Context: an optimization exercise on an open-source flow, tuned for small area, a short achievable clock period and few clock cycles. The choices shown serve that exercise and are no tape-out recipe.
Function was checked by simulation only, so behaviour that the tests miss may differ from the original.
Power is estimated from default activity; no workload was simulated.

Design m3pcs_can_core, start of the top module:
module m3pcs_can_core (
    input  wire        clk,
    input  wire        rst,
    input  wire        rx_valid,
    input  wire [10:0] rx_id,
    input  wire [3:0]  rx_len,
    input  wire [63:0] rx_data,
    output wire        rx_ready,
    input  wire        cmd_valid,
    input  wire [1:0]  cmd_op,        
    output wire        cmd_ready,
    input  wire        cad_en,
    input  wire [3:0]  in_opcode,
    input  wire [15:0] in_vtgt_raw,
    input  wire [15:0] in_pwr_w,
    input  wire        in_chg_active,
    output wire        tx_valid,
    output reg  [10:0] tx_id,
    output reg  [3:0]  tx_len,
    output reg  [63:0] tx_data,
    input  wire        tx_ready,
    output wire [7:0]  vm_mode,
    output wire [15:0] vm_vbus,
    output wire [15:0] vm_vset,
    output wire [15:0] vm_pmax,
    output wire [3:0]  vm_ilim_code,
    output wire [4:0]  vm_ilim_a,
    output wire        vm_en,
    output wire [13:0] acv_raw,
    output wire [9:0]  aci_raw,
    output wire [11:0] dcdc_i_raw,
    output wire [11:0] hvv_raw,
    output wire [9:0]  lvv_raw,
    output wire [63:0] alertm_raw,
    output wire [63:0] alertl_raw
);
Size in the first run: ~1100 cells after synthesis.
==> flow/config.mk <==
export PLATFORM = sky130hd
export DESIGN_NAME = m3pcs_can_core
export DESIGN_NICKNAME = m3pcs_can_core
export VERILOG_FILES = /design/flow/design.v
export SDC_FILE = /design/flow/constraint.sdc
export NUM_CORES = 4
export LEC_CHECK = 0
export CAP_MARGIN = 20
export CORE_MARGIN = 2
export CORE_UTILIZATION = 60
export CTS_CLUSTER_DIAMETER = 100
export CTS_CLUSTER_SIZE = 24
export PLACE_DENSITY = 0.75
export SLEW_MARGIN = 20
export SYNTH_HIERARCHICAL = 1
export SYNTH_MINIMUM_KEEP_SIZE = 0
export TNS_END_PERCENT = 1
==> flow/constraint.sdc <==
create_clock -name core_clock -period 10.0 [get_ports {clk}]
set_input_delay 2.0000 -clock core_clock [delete_from_list [all_inputs] [get_ports {clk}]]
set_output_delay 2.0000 -clock core_clock [all_outputs]
set_load 0.01 [all_outputs]
standard.sh (not shown) runs the stock make flow with config.mk's settings and CLKGATE_MAP_FILE= SYNTH_SCRIPT=/design/flow/synth_recipe.tcl, a recipe that flattens the netlist after the stock synthesis.
==> flow/flow/run.sh <==
#!/bin/bash
set -e
bash standard.sh finish \
  SETUP_SLACK_MARGIN=6.9 \
  "BUFFER_PORTS_ARGS=-buffer_cell sky130_fd_sc_hd__buf_1" > standard.log 2>&1
The first run went through all stages and came out clean.
Testbench counts at the start, summed over its fixed seeds: cycles 5,661.
==> next run, changes <==
==> flow/flow/run.sh (replaced) <==
#!/bin/bash
set -e
bash standard.sh finish \
  SETUP_SLACK_MARGIN=6.8 \
  "BUFFER_PORTS_ARGS=-buffer_cell sky130_fd_sc_hd__buf_1" > standard.log 2>&1
Settings changed: CORE_UTILIZATION 60 to 75, PLACE_DENSITY 0.75 to 0.85, TNS_END_PERCENT 1 to default.
The new run never finished: it broke off in 5_1_grt, error DPL-0033.
Synthesized area is unchanged.
Synthesized cell count does not change.
==> next run, changes <==
Settings changed: CORE_UTILIZATION 75 to 40, PLACE_DENSITY 0.85 to 0.6.
With this change the flow went through all stages and came out clean. Area after synthesis is unchanged. Synthesized cell count does not change.
==> next run, changes <==
==> flow/flow/run.sh (replaced) <==
#!/bin/bash
set -e
bash standard.sh finish \
  SETUP_SLACK_MARGIN=7.0 \
  "BUFFER_PORTS_ARGS=-buffer_cell sky130_fd_sc_hd__buf_1" > standard.log 2>&1
Settings changed: CORE_UTILIZATION 40 to 60, PLACE_DENSITY 0.6 to 0.75, TNS_END_PERCENT from default to 5.
After rerunning: The new run finished clean; worst setup slack improves by 0.011 ns; die area came out lower by 33%; total power came out lower by 0.51%; area after synthesis is unchanged; combinational power came out higher by 9.2%; cell count came out lower by 9.1%.
==> next run, changes <==
==> flow/flow/run.sh (replaced) <==
#!/bin/bash
set -e
bash standard.sh finish \
  SETUP_SLACK_MARGIN=6.7 \
  "BUFFER_PORTS_ARGS=-buffer_cell sky130_fd_sc_hd__buf_1" > standard.log 2>&1
Settings changed: CORE_UTILIZATION 60 to 40, PLACE_DENSITY 0.75 to 0.6, TNS_END_PERCENT 5 to default.
Die area rose by 49%.
Register-to-register slack degrades by 0.06 ns.
Total power fell by 0.35%.
Routed wire length rose by 2.5%.
Final cell count rose by 8.6%.
Fmax fell by 1.6%.
Utilization fell by 26 points.
Cell area fell by 1.9%.

## afterwards: timing with drivers on the ports
No port has a modelled driver above. Below, the same layouts with a new extraction and two added sets of constraints.
Step 1, drivers: a clkbuf_16 drives clk and a buf_2 each remaining input, both assumed.
Step 2 times the ports against the registers' clock, not the clock port: input delays grow and output delays shrink by t, the midpoint of the rising clock arrivals with the driver on.
Slacks: no drivers / after step 1 / after step 2; pairs: no drivers / after step 1.
run | t (ns) | setup WS [ns] | hold WS [ns] | clock arrival spread, ns | worst register clock-pin slew, ns
the first run | 0.607 | 6.781 / 6.786 / 6.185 | 0.420 / 0.420 / 0.420 | 0.026 / 0.026 | 0.10 / 0.10
the third run | 0.637 | 6.759 / 6.702 / 6.161 | 0.422 / 0.422 / 0.422 | 0.031 / 0.031 | 0.10 / 0.10
the fourth run | 0.607 | 6.770 / 6.726 / 6.189 | 0.413 / 0.413 / 0.413 | 0.015 / 0.015 | 0.10 / 0.10
the fifth run | 0.634 | 6.718 / 6.726 / 6.116 | 0.420 / 0.420 / 0.420 | 0.019 / 0.020 | 0.10 / 0.10
After both steps every run listed still meets setup and hold. For the fifth run, which loses most, drivers alone change the setup slack by +0.008 ns; drivers and shift together by -0.602 ns.
